From an optimization exercise on the open Yosys and OpenROAD flow, aimed at small area; shortcuts taken in it are not production practice.
RTL that was checked went through simulation tests only; none was proved equivalent to the original.
Function not checked in runs 4 and 5: the RTL went through the layout flow alone.
Power and IR drop assume default switching activity. The flow treats the clock pin as an ideal source, which a real chip does not have.

`flow/config.mk`:
```
export PLATFORM = sky130hd
export DESIGN_NAME = wiegand_core
export DESIGN_NICKNAME = wiegand_core
export VERILOG_FILES = /design/flow/design.v
export SDC_FILE = /design/flow/constraint.sdc
export NUM_CORES = 4
export LEC_CHECK = 0
export CAP_MARGIN = 20
export CORE_MARGIN = 2
export CORE_UTILIZATION = 40
export SLEW_MARGIN = 20
export SYNTH_HIERARCHICAL = 1
```
`flow/constraint.sdc`:
```
create_clock -name core_clock -period 20.0 [get_ports {clk}]
set_input_delay 4.0000 -clock core_clock [delete_from_list [all_inputs] [get_ports {clk}]]
set_output_delay 4.0000 -clock core_clock [all_outputs]
set_load 0.01 [all_outputs]
```
`flow/design.v`:
```
module wg_dn_bit (
    input  r,
    input  t,
    input  load,
    input  p,
    output rn,
    output pn
);
    wire b = load ? t : r;
    assign rn = b ^ p;
    assign pn = p & ~b;
endmodule
module wg_dn_step (
    input  [31:0] r,
    input  [31:0] t,
    input         load,
    input         dec,
    output [31:0] rn,
    output        zd
);
    wire [32:0] p;
    assign p[0] = dec;
    genvar i;
    generate
        for (i = 0; i < 32; i = i + 1) begin : g_bit
            wg_dn_bit u_bit (.r(r[i]), .t(t[i]), .load(load), .p(p[i]),
                             .rn(rn[i]), .pn(p[i + 1]));
        end
    endgenerate
    assign zd = p[32];
endmodule
module wg_aoi222 (
    input  a0, b0, a1, b1, a2, b2,
    output y
);
    assign y = ~((a0 & b0) | (a1 & b1) | (a2 & b2));
endmodule
module wg_onehot_mux33 (
    input  [527:0] d,
    input  [32:0]  sel,
    output [15:0]  y
);
    genvar b, j;
    generate
        for (b = 0; b < 16; b = b + 1) begin : g_b
            wire [10:0] t;
            for (j = 0; j < 11; j = j + 1) begin : g_j
                wg_aoi222 u_aoi (
                    .a0(d[16*(3*j) + b]),     .b0(sel[3*j]),
                    .a1(d[16*(3*j + 1) + b]), .b1(sel[3*j + 1]),
                    .a2(d[16*(3*j + 2) + b]), .b2(sel[3*j + 2]),
                    .y(t[j]));
            end
            assign y[b] = ~&t;
        end
    endgenerate
endmodule
module wg_dec5 (
    input  [4:0]  s,
    output [31:0] oh
);
    genvar g;
    generate
        for (g = 0; g < 32; g = g + 1) begin : g_oh
            assign oh[g] = (s == g);
        end
    endgenerate
endmodule
module wg_add3 (
    input  [3:0] a,
    output [3:0] y
);
    assign y[3] = a[3] | (a[2] & a[1]) | (a[2] & a[0]);
    assign y[2] = (a[3] & a[0]) | (a[2] & ~a[1] & ~a[0]);
    assign y[1] = (a[3] & ~a[0]) | (~a[2] & a[1]) | (a[1] & a[0]);
    assign y[0] = (a[3] & ~a[0]) | (~a[3] & ~a[2] & a[0]) | (a[2] & a[1] & ~a[0]);
endmodule
module wg_bin2bcd (
    input  [15:0] id,
    output [19:0] bcd
);
    wire [19:0] st [0:16];
    assign st[0] = 20'd0;
    genvar i, k;
    generate
        for (i = 0; i < 16; i = i + 1) begin : g_st
            wire [19:0] c;
            for (k = 0; k < 5; k = k + 1) begin : g_d
                if ((1 << i) > 5 * (10 ** k) && k < 4) begin : g_fix
                    wg_add3 u_add3 (.a(st[i][4*k +: 4]), .y(c[4*k +: 4]));
                end else begin : g_pass
                    assign c[4*k +: 4] = st[i][4*k +: 4];
                end
            end
            assign st[i + 1] = {c[18:0], id[15 - i]};
        end
    endgenerate
    assign bcd = st[16];
endmodule
module wg_dec_ascii (
    input      [15:0] id,
    output reg [55:0] msg,
    output reg [2:0]  len
);
    wire [19:0] bcd;
    wg_bin2bcd u_bcd (.id(id), .bcd(bcd));
    reg [3:0] digit [0:4];
    reg [2:0] nd;
    integer k;
    always @* begin
        for (k = 0; k < 5; k = k + 1)
            digit[k] = bcd[4*k +: 4];
        if (digit[4] != 4'd0)      nd = 3'd5;
        else if (digit[3] != 4'd0) nd = 3'd4;
        else if (digit[2] != 4'd0) nd = 3'd3;
        else if (digit[1] != 4'd0) nd = 3'd2;
        else                       nd = 3'd1;
        msg = 56'd0;
        for (k = 0; k < 7; k = k + 1) begin
            if (k < nd)
                msg[8*k +: 8] = {4'h3, digit[nd - 1 - k]};
            else if (k == nd)
                msg[8*k +: 8] = 8'h0D;
            else
                msg[8*k +: 8] = 8'h0A;
        end
        len = nd + 3'd2;
    end
endmodule
module wiegand_core (
    input             clk,
    input             rst,
    input             tick_us,
    input             edge_d0,
    input             edge_d1,
    input             cfg_deadtime_en,
    input      [31:0] cfg_dead_time_us,
    input      [31:0] cfg_partial_timeout_us,
    input      [31:0] cfg_gap_us,
    input      [31:0] cfg_dup_window_us,
    input      [31:0] cfg_cadence_us,
    input             cfg_overflow_policy,
    output reg        tx_valid,
    output     [15:0] tx_id,
    output     [55:0] tx_msg,
    output     [2:0]  tx_len,
    output reg        ev_cap_ok,
    output reg        ev_cap_err,
    output reg        ev_q_ovf,
    output     [15:0] ev_push_id,
    output reg        ev_evict,
    output     [15:0] ev_evict_id
);
    localparam FRAME_BITS = 26;
    reg [4:0]  fcnt;
    reg [15:0] idsr;        
    reg [15:0] dup_id;      
    reg        pend;        
    reg [4:0]  head_p;      
    reg [4:0]  tail_p;      
    reg [5:0]  count;
    reg [15:0] ring [0:31];
    reg [15:0] out_id;
    reg [31:0] r_bit, r_edge, r_dup, r_tx;
    reg        x_bit, x_edge, x_dup, x_tx;
    wire        q_empty = (count == 6'd0);
    wire        attempt = x_tx || (r_tx == 32'd0);           
    wire        pop     = attempt && !q_empty;
    wire fcnt_partial = (fcnt != 5'd0) && (fcnt < FRAME_BITS);
    wire abandon  = fcnt_partial && x_bit;                   
    wire complete = (fcnt == FRAME_BITS) && x_bit;           
    wire in_window = !x_dup && (r_dup != 32'd0);
    wire suppress  = (dup_id == idsr) && in_window;
    wire forward   = complete && !suppress;
    wire [5:0] count_after_pop = count - {5'd0, pop};
    wire       full_after_pop  = count_after_pop[5];
    wire       push_ok     = forward && !full_after_pop;
    wire       push_evict  = forward && full_after_pop && !cfg_overflow_policy;
    wire       push_reject = forward && full_after_pop && cfg_overflow_policy;
    wire       store       = push_ok || push_evict;
    wire [4:0] pend_p = head_p - 5'd1;                
    wire       inj    = pend && (pend_p[3:0] == 4'd0);
    wire       bypass = pend && (tail_p == pend_p);
    wire [31:0] tail_oh;
    wg_dec5 u_dec5 (.s(tail_p), .oh(tail_oh));
    wire [527:0] rd_words;
    genvar g;
    generate
        for (g = 0; g < 32; g = g + 1) begin : g_rd
            assign rd_words[16*g +: 16] = ring[g];
        end
    endgenerate
    assign rd_words[527:512] = dup_id;
    wire [15:0] q_tail_data;
    wg_onehot_mux33 u_rd (
        .d  (rd_words),
        .sel({bypass, tail_oh & {32{!bypass}}}),
        .y  (q_tail_data));
    integer i;
    always @(posedge clk) begin
        for (i = 0; i < 31; i = i + 1)
            ring[i] <= ring[i + 1];
        ring[31] <= ring[0];
        if (inj && !pend_p[4]) ring[31] <= dup_id;
        if (inj &&  pend_p[4]) ring[15] <= dup_id;
    end
    always @(posedge clk) begin
        if (rst) begin
            head_p <= 5'd0;
            tail_p <= 5'd0;
            count  <= 6'd0;
            pend   <= 1'b0;
        end else begin
            head_p <= head_p - {4'd0, !store};
            tail_p <= tail_p - {4'd0, !(pop || push_evict)};
            count  <= count_after_pop + {5'd0, push_ok};
            pend   <= store || (pend && !inj);
        end
    end
    wire       clear_frame     = abandon || complete;
    wire [4:0] fcnt_after_poll = clear_frame ? 5'd0 : fcnt;
    wire       edge_in  = edge_d0 || edge_d1;
    wire       accept   = edge_in && (!cfg_deadtime_en || x_edge);    
    wire       append   = accept && (fcnt_after_poll < FRAME_BITS);
    wire       id_shift = accept && !clear_frame && (fcnt >= 5'd9) && (fcnt <= 5'd24);
    always @(posedge clk) begin
        if (rst)
            fcnt <= 5'd0;
        else
            fcnt <= fcnt_after_poll + {4'd0, append};
    end
    always @(posedge clk) begin
        if (id_shift)
            idsr <= {idsr[14:0], edge_d1};
    end
    always @(posedge clk) begin
        if (forward)
            dup_id <= idsr;
    end
    wire        ld_bit  = append;
    wire        bx_bit  = !ld_bit && x_bit;
    wire        dec_bit = tick_us && !bx_bit;
    wire [31:0] t_bit   = (fcnt_after_poll == 5'd25) ? cfg_gap_us : cfg_partial_timeout_us;
    wire [31:0] rn_bit;
    wire        zd_bit;
    wg_dn_step u_bit (.r(r_bit), .t(t_bit), .load(ld_bit), .dec(dec_bit),
                      .rn(rn_bit), .zd(zd_bit));
    always @(posedge clk) begin
        r_bit <= rn_bit;
        x_bit <= bx_bit || zd_bit;
    end
    wire        ld_edge  = accept;
    wire        bx_edge  = !ld_edge && x_edge;
    wire        dec_edge = tick_us && !bx_edge;
    wire [31:0] rn_edge;
    wire        zd_edge;
    wg_dn_step u_edge (.r(r_edge), .t(cfg_dead_time_us), .load(ld_edge), .dec(dec_edge),
                       .rn(rn_edge), .zd(zd_edge));
    always @(posedge clk) begin
        r_edge <= rn_edge;
        if (rst) x_edge <= 1'b1;
        else     x_edge <= bx_edge || zd_edge;
    end
    wire        ld_dup  = forward;
    wire        bx_dup  = !ld_dup && x_dup;
    wire        dec_dup = tick_us && !bx_dup;
    wire [31:0] rn_dup;
    wire        zd_dup;
    wg_dn_step u_dup (.r(r_dup), .t(cfg_dup_window_us), .load(ld_dup), .dec(dec_dup),
                      .rn(rn_dup), .zd(zd_dup));
    always @(posedge clk) begin
        r_dup <= rn_dup;
        if (rst) x_dup <= 1'b1;
        else     x_dup <= bx_dup || zd_dup;
    end
    wire        ld_tx  = attempt || rst;
    wire        bx_tx  = !ld_tx && x_tx;
    wire        dec_tx = tick_us && !rst && !bx_tx;
    wire [31:0] rn_tx;
    wire        zd_tx;
    wg_dn_step u_tx (.r(r_tx), .t(cfg_cadence_us), .load(ld_tx), .dec(dec_tx),
                     .rn(rn_tx), .zd(zd_tx));
    always @(posedge clk) begin
        r_tx <= rn_tx;
        x_tx <= bx_tx || zd_tx;
    end
    always @(posedge clk) begin
        if (rst) begin
            tx_valid   <= 1'b0;
            ev_cap_ok  <= 1'b0;
            ev_cap_err <= 1'b0;
            ev_q_ovf   <= 1'b0;
            ev_evict   <= 1'b0;
        end else begin
            tx_valid   <= pop;
            ev_cap_ok  <= store;
            ev_cap_err <= abandon;
            ev_q_ovf   <= push_reject;
            ev_evict   <= push_evict;
        end
    end
    always @(posedge clk)
        out_id <= q_tail_data;
    assign tx_id       = out_id;
    assign ev_evict_id = out_id;
    assign ev_push_id  = idsr;
    wg_dec_ascii u_dec_ascii (
        .id (out_id),
        .msg(tx_msg),
        .len(tx_len)
    );
endmodule
```
`flow/run.sh`:
```
#!/bin/bash
# synth_recipe.tcl (not shown) runs the flow's synth.tcl, then flattens the netlist and writes it again
# the make line also repeats each setting of config.mk as NAME=value (left out here)
make -C /OpenROAD-flow-scripts/flow DESIGN_CONFIG=/design/flow/config.mk WORK_HOME=/design/flow/orfs CLKGATE_MAP_FILE= SYNTH_SCRIPT=/design/flow/synth_recipe.tcl finish
```
==> flow_summary.yaml, run 1 <==
outcome:
  status: "complete, no violations"
clock_tree:
  cts_tree: "yes"
  numCtsBuffers: 71
  clkLatencyLatePin_ns: 0.61
  cts_setup_buffers: 0
  h-tree-depth: 3
  ctsHoldBuffers: 0
  numClockSinks: 719
  clk_pin_slew_ns: 0.06
  root_buffer: "clkbuf_16"
  cts_resized: 0
  clockBufferDepth: 3
critical_path:
  worst_path_max_delay_cell: "nor4_4"
  rr_startpoint: "r_dup[25]"
  critPathMostFrequentCell: "nand2b_1"
  cp.buffers_inverters: 4
  endpoint_kind: "output port"
  path_class: "register to output port"
  cp_top_family: "compound AO/OA/AOI/OAI gates"
  critical_path_required_ns: 16.00
  cpPeakStageDelay_ns: 0.78
  crit_arrival_ns: 9.58
  startpoint: "out_id[15]"
  start_kind: "register"
  crit_fanout: 21
logic_synthesis:
  synth_area_um2: 26200
  synth_top_area_cell: "dfxtp_1"
  synth-main-ff-cell: "dfxtp_1"
  async_flop_share: 0
  synthTopCellsByArea: "dfxtp_1 (52%), ha_1 (7.0%), a222oi_1 (6.7%)"
  synth_cell_types: 75
  syn_area_per_cell_um2: 11.6
  yosysWarnings: 11
  synth_top_area_frac: 0.524
  synth_seq_cells: 719
  synthCells: 2256
  ys_seq_area_frac: 0.561
  synth_enable_flop_cells: 32
power_and_ir_drop:
  power_frac_clock: 0.333
  p_seq_frac: 0.363
  p_comb_frac: 0.305
  intPower_w: 0.00280
  ir_drop_mv: 0.102
  netSwitchingPower_w: 0.00133
  p_leak_nw: 13.6
  swShare: 0.322
  powerDensity_nw_per_um2: 128
floorplanning:
  initial_utilization: 0.405
  core_area_um2: 64700
  die_area_um2: 67600
  die_w_um: 260
  ioPinCount: 279
  die_h_um: 260
  placementRows: 93
layout:
  drive_gt1_frac: 0.107
  syn2layout_area_growth_pct: 23.3
  n_fill_cell: 5771
  final_area_um2: 32300
  nNetsFinal: 2893
  n_antenna_cell: 0
global_routing:
  grt_pass1_wl_um: 104000
  overflow: 0
  antenna_found_initial: 2
  grt_pass1_vias: 18600
  track_usage: 0.198
  grt_max_degree: 49
job:
  drv_cap: 0
route:
  drc: 0
  detailedRoute.firstPassIterationCount: 8
  vias: 18800
  wire_per_inst_um: 19.6
  routed_wirelength_um: 68400
  avgViaCountPerCell: 5.37
  first_iter_violations: 1908
  antenna_left: 0
timing:
  rsz0062_at_grt: "false"
  tns_ns: 0
  finalSetupViolCount: 0
  min_period_ns: 13.58
  hold_viol: 0
  maxSlewHeadroom: 0.134
  maxSlewViolCount: 0
  fmax_mhz: 73.7
  period_share: 0.679
  tightest_slew_ns: 1.29
  skew_ns: 0.0183
placement:
  portBuffers: 258
  place_congestion: 0.843
  placed_cell_area_um2: 29900
  dp_hpwl_um: 45300
min_path:
  hold_class: "register to register"
  hold_path.startpoint: "ring[27][13]"
## registers in the layout, summed over array words and instances, names as in the netlist, 5 cells and up
register / flops
count: 6
dup_id: 16
fcnt: 5
head_p: 5
idsr: 16
out_id: 16
r_bit: 32
r_dup: 32
r_edge: 32
r_tx: 32
ring: 512
tail_p: 5
## layer usage
metal,vias to the layer above,wire length [um],track usage
met2,607,32900,0.336
met3,111,5220,0.0419
met4,4,1770,0.0692
li1,8947,-,-
met1,9088,28500,0.247
met5,-,21,0
## final timing paths
kind | to | slack (ns) | cells after the start
max reg2reg | x_dup | 10.74 | 40
min | ring[26][13] | 0.34 | 0
max | tx_msg[16] | 6.42 | 37
min reg2reg | ring[26][13] | 0.34 | 0
## layout make-up
type / count / area, um^2 / area share
Inverter: 182 / 688 / 0.0213
Multi-Input combinational cell: 1315 / 10600 / 0.327
Clock buffer: 90 / 1970 / 0.0610
Clock inverter: 41 / 473 / 0.0146
Sequential cell: 719 / 14700 / 0.455
Tap cell: 855 / 1070 / 0.0331
Timing Repair Buffer: 291 / 2830 / 0.0876
## cells in the final DEF (no fill, tap or decap), types with 27 or more instances in the layout
cell type / count
a21oi_1: 78
a222oi_1: 176
a22o_1: 33
buf_4: 32
clkbuf_16: 74
clkdlybuf4s50_1: 258
conb_1: 36
dfxtp_1: 687
edfxtp_1: 32
ha_1: 146
inv_1: 181
mux2_2: 61
mux2i_1: 130
nand2_1: 52
nand2b_1: 103
nand4_1: 40
nor2_1: 67
nor2b_2: 27
nor4_1: 27
o21a_1: 35
o21ai_0: 87
xnor2_1: 29
## Yosys stat by module (local to each module, per instance), a selection
module           cell area (um^2)  cells  times used  flops+latches
wg_add3                      62.6     11          33              0
wg_aoi222                    10.0      1         176              0
wg_bin2bcd                   18.8      3           1              0
wg_dec5                       221     47           1              0
wg_dec_ascii                 1190    181           1              0
wg_dn_bit                    26.3      3         128              0
wg_onehot_mux33               380     64           1              0
wiegand_core                17200   1038           1            719
## cells in the mapped netlist, types with 9 or more instances
cell type and count:
o21ai_0 87, nand4_1 40, nor3_1 10, nand2_1 52, nand2b_1 103, nor2b_1 45, nand3_1 26, o21a_1 36
mux2_2 61, inv_1 181, xnor2_1 29, a21oi_1 79, ha_1 146, edfxtp_1 32, xor2_1 11, a22o_1 33
a221oi_1 9, or3_1 19, a222oi_1 176, nor2_1 68, buf_4 48, nor4_1 27, dfxtp_1 687, mux2i_1 130
clkbuf_1 15
## worst reg2reg max path: cells and delay by family (launching register included)
family / cells / cell delay, ns
AOI/OAI and AO/OA: 1 / 0.30
adders and majority gates: 32 / 6.42
buffers and inverters: 1 / 0.59
DFF: 1 / 0.31
muxes: 1 / 0.22
and+or+nand+nor: 5 / 1.30
## power by group through the flow
| stage | registers, W | logic (W) | clock network, W |
|---|---|---|---|
| 2_1_floorplan | 0.00152 | 0.000812 | 0 |
| 3_3_place_gp | 0.00153 | 0.00122 | 0 |
| 3_5_place_dp | 0.00153 | 0.00124 | 0 |
| 4_1_cts | 0.00150 | 0.00125 | 0.00140 |
| 5_1_grt | 0.00150 | 0.00137 | 0.00146 |
| 6_report | 0.00150 | 0.00126 | 0.00137 |
## stage by stage
| stage | util | std cells | worst slack [ns] | power [W] | hold slack (ns) |
|---|---|---|---|---|---|
| finish | 0.500 | 3493 | 6.42 | 0.00413 | 0.338 |
| global route | 0.500 | 3493 | 5.34 | 0.00433 | 0.341 |
| CTS | 0.499 | 3492 | 6.43 | 0.00414 | 0.339 |
| detailed placement | 0.462 | 3361 | 7.13 | 0.00277 | 0.336 |
| global placement | 0.462 | 3361 | 7.53 | 0.00275 | 0.333 |
| floorplan | - | 2289 | 5.84 | 0.00233 | 0.330 |
## cells by family (layout without fill, tap and decap cells)
family / Yosys count / after routing / share of synthesized area
AOI/OAI and AO/OA: 455 / 455 / 0.134
xor gates and xnor gates: 41 / 41 / 0.0140
adders and majority gates: 146 / 146 / 0.0696
buffers and inverters: 255 / 604 / 0.0451
DFF: 719 / 719 / 0.561
muxes: 195 / 195 / 0.0781
other: 3 / 36 / 0.000429
and+or+nand+nor: 442 / 442 / 0.0974
==> run 2: changes to the inputs <==
--- a/flow/design.v
+++ b/flow/design.v
@@ -10,6 +10,43 @@
     assign rn = b ^ p;
     assign pn = p & ~b;
 endmodule
+module wg_dn2_bit (
+    input  r,
+    input  a,
+    input  b,
+    input  keep,
+    input  ld_a,
+    input  ld_b,
+    input  p,
+    output rn,
+    output pn
+);
+    wire nbase = ~((r & keep) | (a & ld_a) | (b & ld_b));
+    assign rn = ~(nbase ^ p);
+    assign pn = p & nbase;
+endmodule
+module wg_dn2_step (
+    input  [31:0] r,
+    input  [31:0] a,
+    input  [31:0] b,
+    input         ld_a,
+    input         ld_b,
+    input         dec,
+    output [31:0] rn,
+    output        zd
+);
+    wire keep = ~(ld_a | ld_b);
+    wire [32:0] p;
+    assign p[0] = dec;
+    genvar i;
+    generate
+        for (i = 0; i < 32; i = i + 1) begin : g_bit
+            wg_dn2_bit u_bit (.r(r[i]), .a(a[i]), .b(b[i]), .keep(keep), .ld_a(ld_a),
+                              .ld_b(ld_b), .p(p[i]), .rn(rn[i]), .pn(p[i + 1]));
+        end
+    endgenerate
+    assign zd = p[32];
+endmodule
 module wg_dn_step (
     input  [31:0] r,
     input  [31:0] t,
@@ -57,12 +94,13 @@
 endmodule
 module wg_dec5 (
     input  [4:0]  s,
+    input         en,
     output [31:0] oh
 );
     genvar g;
     generate
         for (g = 0; g < 32; g = g + 1) begin : g_oh
-            assign oh[g] = (s == g);
+            assign oh[g] = en && (s == g);
         end
     endgenerate
 endmodule
@@ -99,33 +137,34 @@
 endmodule
 module wg_dec_ascii (
     input      [15:0] id,
-    output reg [55:0] msg,
-    output reg [2:0]  len
+    output     [55:0] msg,
+    output     [2:0]  len
 );
     wire [19:0] bcd;
     wg_bin2bcd u_bcd (.id(id), .bcd(bcd));
-    reg [3:0] digit [0:4];
-    reg [2:0] nd;
-    integer k;
-    always @* begin
-        for (k = 0; k < 5; k = k + 1)
-            digit[k] = bcd[4*k +: 4];
-        if (digit[4] != 4'd0)      nd = 3'd5;
-        else if (digit[3] != 4'd0) nd = 3'd4;
-        else if (digit[2] != 4'd0) nd = 3'd3;
-        else if (digit[1] != 4'd0) nd = 3'd2;
-        else                       nd = 3'd1;
-        msg = 56'd0;
-        for (k = 0; k < 7; k = k + 1) begin
-            if (k < nd)
-                msg[8*k +: 8] = {4'h3, digit[nd - 1 - k]};
-            else if (k == nd)
-                msg[8*k +: 8] = 8'h0D;
-            else
-                msg[8*k +: 8] = 8'h0A;
-        end
-        len = nd + 3'd2;
-    end
+    wire [3:0] d4 = bcd[19:16], d3 = bcd[15:12], d2 = bcd[11:8], d1 = bcd[7:4], d0 = bcd[3:0];
+    wire z4 = (d4 == 4'd0), z3 = (d3 == 4'd0), z2 = (d2 == 4'd0), z1 = (d1 == 4'd0);
+    wire s5 = !z4;
+    wire s4 = z4 && !z3;
+    wire s3 = z4 && z3 && !z2;
+    wire s2 = z4 && z3 && z2 && !z1;
+    wire s1 = z4 && z3 && z2 && z1;
+    localparam [3:0] CR = 4'hD, LF = 4'hA;
+    wire [3:0] n0 = ({4{s5}} & d4) | ({4{s4}} & d3) | ({4{s3}} & d2) | ({4{s2}} & d1) | ({4{s1}} & d0);
+    wire [3:0] n1 = ({4{s5}} & d3) | ({4{s4}} & d2) | ({4{s3}} & d1) | ({4{s2}} & d0) | ({4{s1}} & CR);
+    wire [3:0] n2 = ({4{s5}} & d2) | ({4{s4}} & d1) | ({4{s3}} & d0) | ({4{s2}} & CR) | ({4{s1}} & LF);
+    wire [3:0] n3 = ({4{s5}} & d1) | ({4{s4}} & d0) | ({4{s3}} & CR) | ({4{!(s5|s4|s3)}} & LF);
+    wire [3:0] n4 = ({4{s5}} & d0) | ({4{s4}} & CR) | ({4{!(s5|s4)}} & LF);
+    wire [3:0] n5 = s5 ? CR : LF;
+    wire g1 = !s1, g2 = s5 | s4 | s3, g3 = s5 | s4, g4 = s5;
+    assign msg[7:0]   = {4'h3, n0};
+    assign msg[15:8]  = {2'b00, g1, g1, n1};
+    assign msg[23:16] = {2'b00, g2, g2, n2};
+    assign msg[31:24] = {2'b00, g3, g3, n3};
+    assign msg[39:32] = {2'b00, g4, g4, n4};
+    assign msg[47:40] = {4'h0, n5};
+    assign msg[55:48] = 8'h0A;
+    assign len = {!s1, s5 | s4 | s1, s5 | s3 | s1};
 endmodule
 module wiegand_core (
     input             clk,
@@ -182,7 +221,7 @@
     wire       inj    = pend && (pend_p[3:0] == 4'd0);
     wire       bypass = pend && (tail_p == pend_p);
     wire [31:0] tail_oh;
-    wg_dec5 u_dec5 (.s(tail_p), .oh(tail_oh));
+    wg_dec5 u_dec5 (.s(tail_p), .en(!bypass), .oh(tail_oh));
     wire [527:0] rd_words;
     genvar g;
     generate
@@ -194,7 +233,7 @@
     wire [15:0] q_tail_data;
     wg_onehot_mux33 u_rd (
         .d  (rd_words),
-        .sel({bypass, tail_oh & {32{!bypass}}}),
+        .sel({bypass, tail_oh}),
         .y  (q_tail_data));
     integer i;
     always @(posedge clk) begin
@@ -238,13 +277,14 @@
             dup_id <= idsr;
     end
     wire        ld_bit  = append;
+    wire        ld_gap  = append && (fcnt_after_poll == 5'd25);
+    wire        ld_pt   = append && (fcnt_after_poll != 5'd25);
     wire        bx_bit  = !ld_bit && x_bit;
     wire        dec_bit = tick_us && !bx_bit;
-    wire [31:0] t_bit   = (fcnt_after_poll == 5'd25) ? cfg_gap_us : cfg_partial_timeout_us;
     wire [31:0] rn_bit;
     wire        zd_bit;
-    wg_dn_step u_bit (.r(r_bit), .t(t_bit), .load(ld_bit), .dec(dec_bit),
-                      .rn(rn_bit), .zd(zd_bit));
+    wg_dn2_step u_bit (.r(r_bit), .a(cfg_gap_us), .b(cfg_partial_timeout_us),
+                       .ld_a(ld_gap), .ld_b(ld_pt), .dec(dec_bit), .rn(rn_bit), .zd(zd_bit));
     always @(posedge clk) begin
         r_bit <= rn_bit;
         x_bit <= bx_bit || zd_bit;
==> flow/flow/run.sh (new file) <==
#!/bin/bash
set -euo pipefail
bash standard.sh \
  "BUFFER_PORTS_ARGS=-buffer_cell sky130_fd_sc_hd__buf_1" \
  "CTS_ARGS=-sink_clustering_enable -repair_clock_nets -dont_use_dummy_load -buf_list sky130_fd_sc_hd__clkbuf_8 -sink_clustering_size 30" \
  finish > flow.log 2>&1
==> flow/standard.sh (new file) <==
#!/bin/bash
# synth_recipe.tcl (not shown) runs the flow's synth.tcl, then flattens the netlist and writes it again
# the make line also repeats each setting of config.mk as NAME=value (left out here)
make -C /OpenROAD-flow-scripts/flow DESIGN_CONFIG=/design/flow/config.mk WORK_HOME=/design/flow/orfs CLKGATE_MAP_FILE= SYNTH_SCRIPT=/design/flow/synth_recipe.tcl "${@:-finish}"
removed: flow/run.sh
==> flow_summary.yaml, run 2 <==
global_routing:
  grt_pass1_wl_um: 97800
  overflow: 0
  grt_pass1_vias: 17900
  grt_max_degree: 49
  antenna_found_initial: 3
  track_usage: 0.194
logic_synthesis:
  synthTopCellsByArea: "dfxtp_1 (55%), a222oi_1 (8.3%), ha_1 (6.9%)"
  synth_seq_cells: 719
  ys_seq_area_frac: 0.583
  synth_common_cells: "dfxtp_1 (687), a222oi_1 (208), inv_1 (182)"
  synth_top_area_frac: 0.545
  async_flop_share: 0
  yosysMostFrequentCell: "dfxtp_1"
  syn_area_per_cell_um2: 11.8
  synth_enable_flop_cells: 32
  yosysWarnings: 9
  synth_area_um2: 25200
  synth_top_area_cell: "dfxtp_1"
  synthCells: 2131
  synth-main-ff-cell: "dfxtp_1"
  synth_cell_types: 62
route:
  vias: 17800
  detailedRoute.firstPassIterationCount: 9
  first_iter_violations: 1691
  routed_wirelength_um: 63900
  wl_met3_um: 5410
  dr.max_layer_used: "met5"
  wl_met1_um: 26400
  avgViaCountPerCell: 5.37
  drc: 0
  wl_met2_um: 30700
  antenna_left: 0
  wire_per_inst_um: 19.3
clock_tree:
  numClockSinks: 719
  clk_pin_slew_ns: 0.06
  h-tree-depth: 3
  numCtsBuffers: 104
  clockBufferDepth: 3
  clkLatencyLatePin_ns: 0.72
  ctsHoldBuffers: 0
  root_buffer: "clkbuf_8"
  cts_resized: 0
  cts_tree: "yes"
  cts_setup_buffers: 0
critical_path:
  start_kind: "register"
  critPathMostFrequentCell: "nand2b_1"
  crit_arrival_ns: 7.97
  crit_fanout: 23
  cpPeakStageDelay_ns: 0.87
  worst_path_max_delay_cell: "or4_1"
  endpoint_kind: "output port"
  critical_path_required_ns: 16.00
  path_class: "register to output port"
power_and_ir_drop:
  ir_drop_mv: 0.0904
  p_seq_frac: 0.434
  netSwitchingPower_w: 0.00115
  swShare: 0.334
  p_comb_frac: 0.294
  finalPower_w: 0.00345
  powerDensity_nw_per_um2: 121
  p_leak_nw: 11.8
  power_frac_clock: 0.272
  intPower_w: 0.00230
layout:
  layout_common_cells: "dfxtp_1 (687), buf_1 (253), a222oi_1 (208)"
  largest_register_ffs: 512
  layout_commonest_cell: "dfxtp_1"
  nNetsFinal: 2780
  n_antenna_cell: 0
  n_fill_cell: 5829
  drive_gt1_frac: 0.0805
  register_area_um2: 14700
  final_area_um2: 28500
  top_register: "ring"
  multi_input_area_um2: 9560
  syn2layout_area_growth_pct: 13.2
min_path:
  hold_class: "register to register"
timing:
  tns_ns: 0
  holdWs_ns: 0.296
  fmax_mhz: 83.5
  tightest_slew_ns: 1.27
  skew_ns: 0.0734
  rsz0062_at_grt: "false"
  finalSetupViolCount: 0
  maxSlewViolCount: 0
  maxSlewHeadroom: 0.152
  period_share: 0.599
  hold_viol: 0
  min_period_ns: 11.97
placement:
  dp_hpwl_um: 43400
  place_congestion: 0.862
  placed_cell_area_um2: 27100
  portBuffers: 253
floorplanning:
  ioPinCount: 279
  initial_utilization: 0.402
  core_area_um2: 62700
  die_h_um: 255
  placementRows: 92
  die_w_um: 255
  die_area_um2: 65100
job:
  drv_cap: 0
outcome:
  status: "complete, no violations"
[run 2: cell types whose count changed after synthesis, moves of 7 or more]
cell,before,now
a21oi_1,79,67
a222oi_1,176,208
mux2_4,4,11
o21ai_0,87,78
xor2_1,11,31
clkbuf_1,15,7
buf_4,48,56
mux2i_1,130,96
mux2_2,61,22
nor2b_1,45,7
xnor2_1,29,11
[run 2: layout make-up]
| type | instances | share of cell area |
|---|---|---|
| multi-input combinational | 1196 | 0.335 |
| clock buffer | 104 | 0.0501 |
| timing repair buffer | 270 | 0.0384 |
| sequential | 719 | 0.515 |
| tap | 846 | 0.0371 |
| inverter | 182 | 0.0239 |
[run 2: layer usage]
metal | track usage | vias up
li1 | - | 8509
met1 | 0.237 | 8569
met2 | 0.331 | 613
met3 | 0.0514 | 109
met4 | 0.0678 | 2
met5 | 0 | -
[run 2: logic make-up after synthesis]
family | count (synthesis) | share of synthesized area
flip-flops | 719 | 0.583
AO/OA/AOI/OAI | 463 | 0.146
AND/OR/NAND/NOR | 381 | 0.0838
buffers and inverters | 254 | 0.0479
adder cells (fa/ha/maj) | 140 | 0.0695
multiplexers | 129 | 0.0545
XOR/XNOR | 42 | 0.0146
other | 3 | 0.000447
[run 2: critical path: cells and delay by family (launching register included)]
kind                   cells  cell delay, ns
buffers and inverters      2            0.82
and+or+nand+nor           12            2.45
DFF                        1            0.46
AOI/OAI and AO/OA         16            3.54
[run 2: final timing paths]
check                            startpoint     endpoint  slack (ns)  depth (start not counted)
worst max-delay path             out_id[15]   tx_msg[33]        8.03                         30
worst min-delay path            ring[31][6]  ring[30][6]        0.30                          0
worst max register to register    dup_id[5]        x_dup       10.58                         40
worst min register to register  ring[31][6]  ring[30][6]        0.30                          0
[run 2: modules after synthesis, one instance, submodules excluded, excerpt]
module / cell area [um^2] / cells / copies in the design
wg_add3: 62.6 / 11 / 33
wg_aoi222: 10.0 / 1 / 176
wg_dec5: 234 / 47 / 1
wg_dec_ascii: 796 / 125 / 1
wg_dn2_bit: 26.3 / 3 / 32
wg_dn2_step: 3.75 / 1 / 1
wg_dn_bit: 26.3 / 3 / 96
wiegand_core: 16600 / 968 / 1
[run 2: per-stage QoR]
| step | setup WS (ns) | std cells | utilization |
|---|---|---|---|
| floorplan | 7.65 | 2169 | - |
| finish | 8.03 | 3317 | 0.455 |
| CTS | 7.97 | 3315 | 0.454 |
| detailed placement | 7.75 | 3211 | 0.432 |
| global route | 7.02 | 3317 | 0.455 |
| global placement | 7.92 | 3209 | 0.431 |
[run 2: power by group through the flow]
stage          Sequential [W]  Clock (W)  Combinational, W
2_1_floorplan         0.00152          0          0.000763
3_3_place_gp          0.00153          0          0.000973
3_5_place_dp          0.00153          0           0.00101
4_1_cts               0.00150   0.000967           0.00101
5_1_grt               0.00150    0.00102           0.00116
6_report              0.00150   0.000938           0.00102
==> run 3: changes to the inputs <==
==> flow/run.sh (new file) <==
#!/bin/bash
# synth_recipe.tcl (not shown) runs the flow's synth.tcl, then flattens the netlist and writes it again
# the make line also repeats each setting of config.mk as NAME=value (left out here)
make -C /OpenROAD-flow-scripts/flow DESIGN_CONFIG=/design/flow/config.mk WORK_HOME=/design/flow/orfs CLKGATE_MAP_FILE= SYNTH_SCRIPT=/design/flow/synth_recipe.tcl finish
removed: flow/flow/run.sh
removed: flow/standard.sh
==> flow_summary.yaml, run 3 <==
clock_tree:
  h-tree-depth: 3
  clk_pin_slew_ns: 0.06
  numClockSinks: 719
  cts_tree: "yes"
  ctsHoldBuffers: 0
  clkLatencyLatePin_ns: 0.61
  cts_resized: 0
  root_buffer: "clkbuf_16"
  numCtsBuffers: 70
  cts_setup_buffers: 0
  clockBufferDepth: 3
layout:
  n_antenna_cell: 0
  syn2layout_area_growth_pct: 23.2
  layout_common_cells: "dfxtp_1 (687), clkdlybuf4s50_1 (253), a222oi_1 (208)"
  register_area_um2: 14700
  drive_gt1_frac: 0.0855
  top_register: "ring"
  multi_input_area_um2: 9550
  n_fill_cell: 5557
  nNetsFinal: 2756
  largest_register_ffs: 512
  layout_commonest_cell: "dfxtp_1"
logic_synthesis:
  synthTopCellsByArea: "dfxtp_1 (55%), a222oi_1 (8.3%), ha_1 (6.9%)"
  synth_cell_types: 62
  yosysWarnings: 9
  syn_area_per_cell_um2: 11.8
  yosysMostFrequentCell: "dfxtp_1"
  synth_common_cells: "dfxtp_1 (687), a222oi_1 (208), inv_1 (182)"
  synth_top_area_cell: "dfxtp_1"
  ys_seq_area_frac: 0.583
  synth_enable_flop_cells: 32
  synth_seq_cells: 719
  synth_area_um2: 25200
  synthCells: 2131
  synth_top_area_frac: 0.545
  async_flop_share: 0
  synth-main-ff-cell: "dfxtp_1"
critical_path:
  path_class: "register to output port"
  crit_fanout: 23
  endpoint_kind: "output port"
  critical_path_required_ns: 16.00
  worst_path_max_delay_cell: "or4_1"
  cpPeakStageDelay_ns: 0.88
  reg2regPathDepth: 40
  start_kind: "register"
  crit_arrival_ns: 8.38
  critPathMostFrequentCell: "nand2b_1"
floorplanning:
  placementRows: 92
  core_area_um2: 62700
  die_area_um2: 65100
  ioPinCount: 279
  initial_utilization: 0.402
  die_w_um: 255
  die_h_um: 255
placement:
  portBuffers: 253
  place_congestion: 0.900
  pre_cts_slack_ns: 7.33
  dp_hpwl_um: 45600
route:
  wl_met2_um: 32000
  routed_wirelength_um: 66300
  vias: 17900
  detailedRoute.firstPassIterationCount: 13
  wire_per_inst_um: 19.8
  dr.max_layer_used: "met4"
  drc: 0
  first_iter_violations: 1795
  antenna_left: 0
  wl_met3_um: 5280
  avgViaCountPerCell: 5.35
  wl_met1_um: 27500
min_path:
  hold_class: "register to register"
  worstHoldPathCells: 0
global_routing:
  grt_max_degree: 41
  track_usage: 0.201
  grt_pass1_wl_um: 101000
  antenna_found_initial: 1
  overflow: 0
  grt_pass1_vias: 18100
timing:
  hold_viol: 0
  fmax_mhz: 80.8
  period_share: 0.619
  maxSlewViolCount: 0
  tightest_slew_ns: 1.26
  finalSetupViolCount: 0
  maxSlewHeadroom: 0.158
  rsz0062_at_grt: "false"
  min_period_ns: 12.38
  setup_ws_ns: 7.62
  skew_ns: 0.0157
  tns_ns: 0
job:
  drv_cap: 0
power_and_ir_drop:
  powerDensity_nw_per_um2: 128
  p_leak_nw: 12.9
  finalPower_w: 0.00397
  ir_drop_mv: 0.101
outcome:
  status: "complete, no violations"
run 3: cells by family (layout without fill, tap and decap cells):
group | count (synthesis) | after routing | share of synthesized area
AOI/OAI and AO/OA | 463 | 463 | 0.146
adders and majority gates | 140 | 140 | 0.0695
other | 3 | 41 | 0.000447
xor gates and xnor gates | 42 | 42 | 0.0146
muxes | 129 | 129 | 0.0545
and+or+nand+nor | 381 | 381 | 0.0838
DFF | 719 | 719 | 0.583
buffers and inverters | 254 | 588 | 0.0479
run 3: final cells by class:
class,instances,area share
Clock inverter,24,0.00769
Multi-Input combinational cell,1196,0.307
Inverter,182,0.0220
Timing Repair Buffer,280,0.0885
Sequential cell,719,0.474
Tap cell,846,0.0341
Clock buffer,102,0.0668
run 3: worst paths after layout:
path | slack (ns) | startpoint | endpoint
setup / recovery | 7.62 | out_id[15] | tx_msg[19]
hold / removal | 0.34 | ring[8][6] | ring[7][6]
setup reg to reg | 10.42 | dup_id[5] | x_dup
hold reg to reg | 0.34 | ring[8][6] | ring[7][6]
run 3: worst max-delay path, delay by kind of cell (launching register included):
family | cells | cell delay (ns)
AO/OA/AOI/OAI | 16 | 3.66
AND/OR/NAND/NOR | 10 | 2.30
buffers and inverters | 3 | 1.34
flip-flops | 1 | 0.47
run 3: metal layers:
metal  vias to the layer above  global-route usage
met4                         0              0.0653
met2                       592               0.344
met1                      8685               0.248
met5                         -                   0
met3                       116              0.0469
li1                       8537                   -
run 3: where the power goes:
group	internal [W]	switching (W)
logic	0.000491	0.000662
registers	0.00148	0.0000204
clock network	0.000755	0.000560
run 3: Yosys stat by module, one instance, submodules excluded, excerpt:
module | times used | flops+latches | cell area, um^2 | cells
wiegand_core | 1 | 719 | 16600 | 968
wg_dec_ascii | 1 | 0 | 796 | 125
wg_onehot_mux33 | 1 | 0 | 380 | 64
wg_dec5 | 1 | 0 | 234 | 47
wg_add3 | 33 | 0 | 62.6 | 11
wg_dn2_bit | 32 | 0 | 26.3 | 3
wg_dn_bit | 96 | 0 | 26.3 | 3
wg_bin2bcd | 1 | 0 | 18.8 | 3
wg_aoi222 | 176 | 0 | 10.0 | 1
wg_dn2_step | 1 | 0 | 3.75 | 1
run 3: through the flow:
step / std cells / instance area [um^2] / util / hold WS, ns
floorplan: 2169 / 25400 / - / 0.330
global placement: 3220 / 28700 / 0.457 / 0.333
detailed placement: 3221 / 28700 / 0.458 / 0.335
CTS: 3347 / 31000 / 0.495 / 0.336
global route: 3349 / 31100 / 0.495 / 0.346
finish: 3349 / 31100 / 0.495 / 0.343
==> run 4: changes to the inputs <==
--- a/flow/design.v
+++ b/flow/design.v
@@ -105,13 +105,35 @@
     endgenerate
 endmodule
 module wg_add3 (
-    input  [3:0] a,
+    input      [3:0] a,
+    output reg [3:0] y
+);
+    always @* begin
+        case (a)
+            4'd0: y = 4'd0;
+            4'd1: y = 4'd1;
+            4'd2: y = 4'd2;
+            4'd3: y = 4'd3;
+            4'd4: y = 4'd4;
+            4'd5: y = 4'd8;
+            4'd6: y = 4'd9;
+            4'd7: y = 4'd10;
+            4'd8: y = 4'd11;
+            4'd9: y = 4'd12;
+            4'd10: y = 4'd11;
+            4'd11: y = 4'd8;
+            4'd12: y = 4'd5;
+            4'd13: y = 4'd6;
+            4'd14: y = 4'd9;
+            4'd15: y = 4'd2;
+        endcase
+    end
+endmodule
+module wg_add3_lo (
+    input  [2:0] a,
     output [3:0] y
 );
-    assign y[3] = a[3] | (a[2] & a[1]) | (a[2] & a[0]);
-    assign y[2] = (a[3] & a[0]) | (a[2] & ~a[1] & ~a[0]);
-    assign y[1] = (a[3] & ~a[0]) | (~a[2] & a[1]) | (a[1] & a[0]);
-    assign y[0] = (a[3] & ~a[0]) | (~a[3] & ~a[2] & a[0]) | (a[2] & a[1] & ~a[0]);
+    assign y = (a == 3'd5) ? 4'd8 : (a == 3'd6) ? 4'd9 : (a == 3'd7) ? 4'd10 : {1'b0, a};
 endmodule
 module wg_bin2bcd (
     input  [15:0] id,
@@ -124,7 +146,9 @@
         for (i = 0; i < 16; i = i + 1) begin : g_st
             wire [19:0] c;
             for (k = 0; k < 5; k = k + 1) begin : g_d
-                if ((1 << i) > 5 * (10 ** k) && k < 4) begin : g_fix
+                if ((1 << i) > 5 * (10 ** k) && (1 << (i - 1)) <= 5 * (10 ** k) && (1 << i) <= 8 * (10 ** k)) begin : g_first
+                    wg_add3_lo u_add3 (.a(st[i][4*k +: 3]), .y(c[4*k +: 4]));
+                end else if ((1 << i) > 5 * (10 ** k) && k < 4) begin : g_fix
                     wg_add3 u_add3 (.a(st[i][4*k +: 4]), .y(c[4*k +: 4]));
                 end else begin : g_pass
                     assign c[4*k +: 4] = st[i][4*k +: 4];
@@ -197,12 +221,11 @@
     reg        pend;        
     reg [4:0]  head_p;      
     reg [4:0]  tail_p;      
-    reg [5:0]  count;
+    reg        full;        
     reg [15:0] ring [0:31];
-    reg [15:0] out_id;
     reg [31:0] r_bit, r_edge, r_dup, r_tx;
     reg        x_bit, x_edge, x_dup, x_tx;
-    wire        q_empty = (count == 6'd0);
+    wire        q_empty = (head_p == tail_p) && !full;
     wire        attempt = x_tx || (r_tx == 32'd0);           
     wire        pop     = attempt && !q_empty;
     wire fcnt_partial = (fcnt != 5'd0) && (fcnt < FRAME_BITS);
@@ -211,30 +234,31 @@
     wire in_window = !x_dup && (r_dup != 32'd0);
     wire suppress  = (dup_id == idsr) && in_window;
     wire forward   = complete && !suppress;
-    wire [5:0] count_after_pop = count - {5'd0, pop};
-    wire       full_after_pop  = count_after_pop[5];
+    wire       full_after_pop  = full && !pop;
     wire       push_ok     = forward && !full_after_pop;
     wire       push_evict  = forward && full_after_pop && !cfg_overflow_policy;
     wire       push_reject = forward && full_after_pop && cfg_overflow_policy;
     wire       store       = push_ok || push_evict;
     wire [4:0] pend_p = head_p - 5'd1;                
     wire       inj    = pend && (pend_p[3:0] == 4'd0);
-    wire       bypass = pend && (tail_p == pend_p);
+    wire       bypass = pend && (head_p == tail_p) && !full;
     wire [31:0] tail_oh;
     wg_dec5 u_dec5 (.s(tail_p), .en(!bypass), .oh(tail_oh));
     wire [527:0] rd_words;
     genvar g;
     generate
         for (g = 0; g < 32; g = g + 1) begin : g_rd
-            assign rd_words[16*g +: 16] = ring[g];
+            assign rd_words[16*g +: 16] = ring[(g + 31) % 32];
         end
     endgenerate
     assign rd_words[527:512] = dup_id;
-    wire [15:0] q_tail_data;
+    wire [15:0] removed_id;
     wg_onehot_mux33 u_rd (
         .d  (rd_words),
         .sel({bypass, tail_oh}),
-        .y  (q_tail_data));
+        .y  (removed_id));
+    wire [4:0] head_p_next = head_p - {4'd0, !store};
+    wire [4:0] tail_p_next = tail_p - {4'd0, !(pop || push_evict)};
     integer i;
     always @(posedge clk) begin
         for (i = 0; i < 31; i = i + 1)
@@ -247,12 +271,12 @@
         if (rst) begin
             head_p <= 5'd0;
             tail_p <= 5'd0;
-            count  <= 6'd0;
+            full   <= 1'b0;
             pend   <= 1'b0;
         end else begin
-            head_p <= head_p - {4'd0, !store};
-            tail_p <= tail_p - {4'd0, !(pop || push_evict)};
-            count  <= count_after_pop + {5'd0, push_ok};
+            head_p <= head_p_next;
+            tail_p <= tail_p_next;
+            full   <= full ? (!pop || push_ok) : (push_ok && !pop && head_p_next == tail_p_next);
             pend   <= store || (pend && !inj);
         end
     end
@@ -339,13 +363,11 @@
             ev_evict   <= push_evict;
         end
     end
-    always @(posedge clk)
-        out_id <= q_tail_data;
-    assign tx_id       = out_id;
-    assign ev_evict_id = out_id;
+    assign tx_id       = removed_id;
+    assign ev_evict_id = removed_id;
     assign ev_push_id  = idsr;
     wg_dec_ascii u_dec_ascii (
-        .id (out_id),
+        .id (removed_id),
         .msg(tx_msg),
         .len(tx_len)
     );
==> flow/flow/run.sh (new file) <==
#!/bin/bash
set -euo pipefail
bash standard.sh \
  "BUFFER_PORTS_ARGS=-buffer_cell sky130_fd_sc_hd__buf_1" \
  "CTS_ARGS=-sink_clustering_enable -repair_clock_nets -dont_use_dummy_load -buf_list sky130_fd_sc_hd__clkbuf_8 -sink_clustering_size 20 -sink_clustering_max_diameter 100" \
  "RECOVER_POWER=100" \
  finish > flow.log 2>&1
==> flow/standard.sh (new file) <==
#!/bin/bash
# synth_recipe.tcl (not shown) runs the flow's synth.tcl, then flattens the netlist and writes it again
# the make line also repeats each setting of config.mk as NAME=value (left out here)
make -C /OpenROAD-flow-scripts/flow DESIGN_CONFIG=/design/flow/config.mk WORK_HOME=/design/flow/orfs CLKGATE_MAP_FILE= SYNTH_SCRIPT=/design/flow/synth_recipe.tcl "${@:-finish}"
removed: flow/run.sh
==> flow_summary.yaml, run 4 <==
floorplanning:
  initial_utilization: 0.406
  die_h_um: 252
  placementRows: 90
  ioPinCount: 279
  die_w_um: 252
  core_area_um2: 60500
  die_area_um2: 63300
logic_synthesis:
  synth_seq_cells: 698
  synth_top_area_cell: "dfxtp_1"
  synthCells: 2028
  syn_area_per_cell_um2: 12.1
  async_flop_share: 0
  synth_common_cells: "dfxtp_1 (666), a222oi_1 (208), inv_1 (147)"
  ys_seq_area_frac: 0.583
  synth_enable_flop_cells: 32
  yosysMostFrequentCell: "dfxtp_1"
  synthTopCellsByArea: "dfxtp_1 (54%), a222oi_1 (8.5%), ha_1 (6.8%)"
  synth_cell_types: 69
  yosysWarnings: 10
  synth-main-ff-cell: "dfxtp_1"
  synth_area_um2: 24500
  synth_top_area_frac: 0.543
clock_tree:
  ctsHoldBuffers: 0
  numCtsBuffers: 40
  clk_pin_slew_ns: 0.12
  root_buffer: "clkbuf_8"
  clkLatencyLatePin_ns: 0.66
  clockBufferDepth: 3
  cts_tree: "yes"
  cts_resized: 0
  h-tree-depth: 2
  cts_setup_buffers: 0
  numClockSinks: 698
timing:
  rsz0062_at_grt: "false"
  maxSlewHeadroom: -0.852
  fmax_mhz: 60.0
  hold_viol: 0
  min_period_ns: 16.66
  skew_ns: 0.0500
  maxSlewViolCount: 109
  tightest_slew_ns: 2.78
  tns_ns: 0
  finalSetupViolCount: 0
  period_share: 0.833
layout:
  top_register: "ring"
  nNetsFinal: 2617
  register_area_um2: 14300
  multi_input_area_um2: 9300
  drive_gt1_frac: 0.0787
  n_antenna_cell: 0
  layout_common_cells: "dfxtp_1 (666), buf_1 (251), a222oi_1 (208)"
  n_fill_cell: 5661
  syn2layout_area_growth_pct: 9.68
  layout_commonest_cell: "dfxtp_1"
  stdcell_count: 3096
  largest_register_ffs: 512
placement:
  place_congestion: 0.828
  dp_hpwl_um: 45600
  dpl.cell_count: 3056
  portBuffers: 253
route:
  routed_wirelength_um: 64800
  avgViaCountPerCell: 5.61
  wire_per_inst_um: 20.9
  vias: 17400
  drc: 0
  first_iter_violations: 2153
  antenna_left: 0
  detailedRoute.firstPassIterationCount: 12
critical_path:
  reg2regPathDepth: 42
  crit_fanout: 19
  rrSetupSlack_ns: 9.68
  r2r-end: "r_bit[31]"
  endpoint_kind: "output port"
  path_class: "register to output port"
  worst_path_max_delay_cell: "or4_1"
  crit_arrival_ns: 12.66
  critPathMostFrequentCell: "nand2_1"
  rr_startpoint: "fcnt[4]"
  cpPeakStageDelay_ns: 0.81
  critical_path_required_ns: 16.00
  start_kind: "register"
outcome:
  status: "finished with violations"
  failed_checks: "capacitance limit, slew limit"
global_routing:
  overflow: 0
  antenna_found_initial: 1
  track_usage: 0.201
  grt_max_degree: 43
  grt_pass1_vias: 17400
  grt_pass1_wl_um: 98200
min_path:
  worstHoldPathCells: 0
  hold_path.startpoint: "ring[31][3]"
  hold_class: "register to register"
  min_to: "ring[30][3]"
power_and_ir_drop:
  ir_drop_mv: 0.0635
  powerDensity_nw_per_um2: 81.6
  finalPower_w: 0.00220
  p_leak_nw: 11.0
job:
  drv_cap: 3
==> run 4: cell count changes after synthesis, moves of 11 or more <==
cell / delta
o221a_2: +30
or2_1: +30
nand2b_1: -41
o21a_1: -30
dfxtp_1: -21
mux2_4: -11
o22ai_1: +29
nor2b_1: +26
o21ai_0: -64
inv_1: -35
a22o_1: -33
a31o_1: +30
==> run 4: worst max path at each step <==
| stage | start | end | slack [ns] | depth (start not counted) |
|---|---|---|---|---|
| after global routing | tail_p[2] | tx_msg[17] | 2.04 | 42 |
| after detailed placement | tail_p[2] | tx_msg[19] | 5.02 | 40 |
| after floorplan | edge_d1 | x_bit | 5.38 | 38 |
| after CTS | tail_p[2] | tx_msg[19] | 4.24 | 40 |
| final | tail_p[2] | tx_msg[17] | 3.34 | 42 |
| after global placement | tail_p[2] | tx_msg[19] | 5.42 | 40 |
==> run 4: layer usage <==
| metal | part of all wire | wire [um] | vias up | global-route usage |
|---|---|---|---|---|
| li1 | - | - | 8181 | - |
| met3 | 0.094 | 6090 | 122 | 0.0513 |
| met5 | 0 | 0 | - | 0 |
| met1 | 0.40 | 25900 | 8394 | 0.246 |
| met4 | 0.030 | 1930 | 0 | 0.0721 |
| met2 | 0.48 | 30800 | 670 | 0.342 |
==> run 4: per-module statistics from Yosys (local to each module, per instance), excerpt <==
module | cells | cell area [um^2]
wg_add3 | 10 | 65.1
wg_add3_lo | 6 | 43.8
wg_aoi222 | 1 | 10.0
wg_bin2bcd | 3 | 18.8
wg_dec5 | 47 | 234
wg_dec_ascii | 125 | 796
wg_dn2_bit | 3 | 26.3
wg_dn2_step | 1 | 3.75
wg_dn_bit | 3 | 26.3
wg_onehot_mux33 | 64 | 380
wiegand_core | 910 | 15900
==> run 4: report_power, final <==
group          switching, W  internal (W)
Sequential        0.0000198       0.00143
Combinational     0.0000980     0.0000610
Clock              0.000403      0.000182
==> run 4: layout make-up <==
class | count | area share
Multi-Input combinational cell | 1133 | 0.346
Timing Repair Buffer | 293 | 0.0456
Inverter | 150 | 0.0209
Sequential cell | 698 | 0.531
Tap cell | 782 | 0.0364
Clock buffer | 40 | 0.0205
==> run 4: metrics by stage <==
step                      instance area, um^2  setup slack [ns]  utilization  hold WS [ns]
after floorplan                         24600              5.38            -         0.330
after global placement                  26400              5.42        0.437         0.333
after detailed placement                26400              5.02        0.437         0.337
after CTS                               27000              4.24        0.446         0.327
after global routing                    26900              2.04        0.445         0.324
final                                   26900              3.34        0.445         0.320
==> run 4: cell families after synthesis <==
kind of cell,synth area share
other,0.000459
flip-flops,0.583
XOR/XNOR,0.0129
buffers and inverters,0.0436
AO/OA/AOI/OAI,0.148
AND/OR/NAND/NOR,0.0900
adder cells (fa/ha/maj),0.0683
multiplexers,0.0539
==> run 4: worst max-delay path: cells and delay by family (launching register included) <==
family | cells | cell delay (ns)
AO/OA/AOI/OAI | 14 | 4.37
XOR/XNOR | 1 | 0.12
AND/OR/NAND/NOR | 23 | 5.96
buffers and inverters | 4 | 0.99
flip-flops | 1 | 0.57
==> run 5: changes to the inputs <==
==> flow/flow/run.sh (replaced) <==
#!/bin/bash
set -euo pipefail
bash standard.sh \
  "BUFFER_PORTS_ARGS=-buffer_cell sky130_fd_sc_hd__buf_1" \
  "CTS_ARGS=-sink_clustering_enable -repair_clock_nets -dont_use_dummy_load -buf_list sky130_fd_sc_hd__clkbuf_16 -sink_clustering_size 32 -sink_clustering_max_diameter 120" \
  "RECOVER_POWER=100" \
  finish > flow.log 2>&1
--- a/flow/config.mk
+++ b/flow/config.mk
@@ -7,6 +7,6 @@
 export LEC_CHECK = 0
 export CAP_MARGIN = 20
 export CORE_MARGIN = 2
-export CORE_UTILIZATION = 40
+export CORE_UTILIZATION = 60
 export SLEW_MARGIN = 20
 export SYNTH_HIERARCHICAL = 1
==> flow_summary.yaml, run 5 <==
floorplanning:
  initial_utilization: 0.605
  ioPinCount: 279
  die_h_um: 206
  placementRows: 74
  die_area_um2: 42500
  die_w_um: 206
  core_area_um2: 40600
logic_synthesis:
  async_flop_share: 0
  synth_cell_types: 69
  synthCells: 2028
  syn_area_per_cell_um2: 12.1
  synthTopCellsByArea: "dfxtp_1 (54%), a222oi_1 (8.5%), ha_1 (6.8%)"
  synth_common_cells: "dfxtp_1 (666), a222oi_1 (208), inv_1 (147)"
  synth-main-ff-cell: "dfxtp_1"
  ys_seq_area_frac: 0.583
  synth_enable_flop_cells: 32
  synth_top_area_cell: "dfxtp_1"
  synth_top_area_frac: 0.543
  synth_area_um2: 24500
  synth_seq_cells: 698
  yosysMostFrequentCell: "dfxtp_1"
  yosysWarnings: 10
critical_path:
  critPathMostFrequentCell: "nand2_1"
  start_kind: "register"
  startpoint: "tail_p[2]"
  crit_fanout: 19
  rr_startpoint: "x_edge"
  reg2regPathDepth: 40
  critical_path_required_ns: 16.00
  worst_path_max_delay_cell: "or4_1"
  endpoint_kind: "output port"
  r2r-end: "x_bit"
  endpoint: "tx_msg[17]"
  crit_arrival_ns: 12.75
  cpPeakStageDelay_ns: 0.82
  path_class: "register to output port"
  rrSetupSlack_ns: 8.99
timing:
  setup_ws_ns: 3.25
  tns_ns: 0
  tightest_slew_ns: 2.90
  maxSlewHeadroom: -0.932
  period_share: 0.838
  finalSetupViolCount: 0
  fmax_mhz: 59.7
  maxSlewViolCount: 114
  rsz0062_at_grt: "false"
  hold_viol: 0
  skew_ns: 0.0222
  min_period_ns: 16.75
power_and_ir_drop:
  p_leak_nw: 11.0
  ir_drop_mv: 0.0720
  powerDensity_nw_per_um2: 83.4
clock_tree:
  numCtsBuffers: 25
  ctsHoldBuffers: 0
  numClockSinks: 698
  h-tree-depth: 1
  cts_setup_buffers: 0
  root_buffer: "clkbuf_16"
  cts_resized: 0
  clockBufferDepth: 3
  clk_pin_slew_ns: 0.12
  clkLatencyLatePin_ns: 0.60
  cts_tree: "yes"
layout:
  n_antenna_cell: 0
  layout_commonest_cell: "dfxtp_1"
  largest_register_ffs: 512
  top_register: "ring"
  syn2layout_area_growth_pct: 8.68
  final_area_um2: 26700
  nNetsFinal: 2604
  drive_gt1_frac: 0.0678
  layout_common_cells: "dfxtp_1 (666), buf_1 (253), a222oi_1 (208)"
route:
  vias: 17200
  avgViaCountPerCell: 6.07
  detailedRoute.firstPassIterationCount: 13
  drc: 0
  wire_per_inst_um: 21.4
  antenna_left: 0
  first_iter_violations: 2382
  routed_wirelength_um: 60600
global_routing:
  grt_pass1_vias: 16400
  overflow: 0
  track_usage: 0.277
  grt_max_degree: 45
  grt_pass1_wl_um: 90300
  antenna_found_initial: 0
job:
  drv_cap: 3
placement:
  placed_cell_area_um2: 26100
  place_congestion: 0.855
  portBuffers: 253
  pre_cts_slack_ns: 4.81
  dp_hpwl_um: 42400
outcome:
  failed_checks: "capacitance limit, slew limit"
  status: "finished with violations"
min_path:
  hold_class: "register to register"
[run 5: cell count changes in the layout (fill, tap and decap cells not counted), sizes merged]
cell / previous run / this run
clkbuf: 48 / 33
buf: 285 / 287
[run 5: area by class of cell]
cell class                      instances  area, um^2
Tap cell                              532         666
Multi-Input combinational cell       1133        9280
Sequential cell                       698       14300
Clock buffer                           25         626
Fill cell                            3246       13900
Inverter                              150         563
Timing Repair Buffer                  295        1230
[run 5: worst max-delay path, delay by kind of cell, from the launching register on]
kind	cells	cell delay, ns
buffers and inverters	5	1.07
AOI/OAI and AO/OA	15	4.64
and+or+nand+nor	22	5.63
DFF	1	0.60
xor gates and xnor gates	1	0.20
[run 5: kinds of logic after synthesis]
logic type	synth area share
compound gates	0.148
simple gates	0.0900
mux	0.0539
buf+inv	0.0436
flops	0.583
fa+ha+maj	0.0683
xor+xnor	0.0129
other cells	0.000459
[run 5: how the worst min path moves through the flow]
stage,from,endpoint,slack [ns],cells past startpoint
finish,ring[25][1],ring[24][1],0.34,0
global route,ring[25][1],ring[24][1],0.35,0
CTS,ring[27][15],ring[26][15],0.35,0
detailed placement,ring[23][5],ring[22][5],0.34,0
global placement,ring[17][1],ring[16][1],0.33,0
floorplan,ring[11][0],ring[10][0],0.33,0
[run 5: per-module statistics from Yosys, one instance, submodules excluded, a selection]
module           cells inside  copies in the design  flops+latches  area [um^2]
wg_dn2_step                 1                     1              0         3.75
wg_dn2_bit                  3                    32              0         26.3
wg_onehot_mux33            64                     1              0          380
wg_add3                    10                    30              0         65.1
wg_dn_bit                   3                    96              0         26.3
wg_dec5                    47                     1              0          234
wg_dec_ascii              125                     1              0          796
wg_bin2bcd                  3                     1              0         18.8
wiegand_core              910                     1            698        15900
wg_add3_lo                  6                     3              0         43.8
wg_aoi222                   1                   176              0         10.0
[run 5: layer usage]
metal,GRT usage,up-vias,wire length (um)
li1,-,8157,-
met1,0.368,8331,25700
met2,0.456,597,28400
met3,0.0598,101,4890
met4,0.0824,0,1640
met5,0,-,0
[run 5: per-stage QoR]
| step | power, W | std cells | hold WS (ns) | utilization |
|---|---|---|---|---|
| floorplan | 0.00158 | 2051 | 0.330 | - |
| global placement | 0.00163 | 2808 | 0.332 | 0.644 |
| detailed placement | 0.00164 | 2808 | 0.336 | 0.644 |
| CTS | 0.00224 | 2833 | 0.346 | 0.659 |
| global route | 0.00230 | 2833 | 0.351 | 0.658 |
| finish | 0.00222 | 2833 | 0.339 | 0.658 |
[run 5: power breakdown]
part | total, W | switching [W] | internal [W]
logic | 0.000154 | 0.0000929 | 0.0000608
registers | 0.00145 | 0.0000194 | 0.00143
clock network | 0.000617 | 0.000391 | 0.000227

## port drivers added, routing unchanged
The results above use ideal ports. As a check the final layouts listed here were re-extracted and re-timed, cells and wires unchanged.
Step 1 (the two cells are an assumption about what drives the block):
set clk [get_ports {clk}]
set_driving_cell -lib_cell sky130_fd_sc_hd__clkbuf_16 $clk
set_driving_cell -lib_cell sky130_fd_sc_hd__buf_2 [delete_from_list [all_inputs] $clk]
Step 2, shift: input delay + t, output delay - t, t = (earliest + latest rising clock arrival at the registers) / 2. This alone moves slack from input paths to output paths.
Three values: ideal, step 1, step 2; two values: the first two.
run | shift t [ns] | setup WS [ns] | worst register clock-pin slew, ns | worst data-port slew with drivers (ns)
run 1 | 0.656 | 6.425 / 6.368 / 7.024 | 0.07 / 0.07 | 0.07
run 2 | 0.724 | 8.028 / 7.977 / 7.692 | 0.07 / 0.07 | 0.06
run 3 | 0.657 | 7.622 / 7.562 / 7.263 | 0.06 / 0.06 | 0.07
run 4 | 0.681 | 3.337 / 3.285 / 3.966 | 0.12 / 0.12 | 0.07
run 5 | 0.641 | 3.249 / 3.190 / 3.831 | 0.12 / 0.12 | 0.06
The setup slack of run 3, which loses most, moves by -0.060 ns with the drivers and by -0.359 ns with both steps.
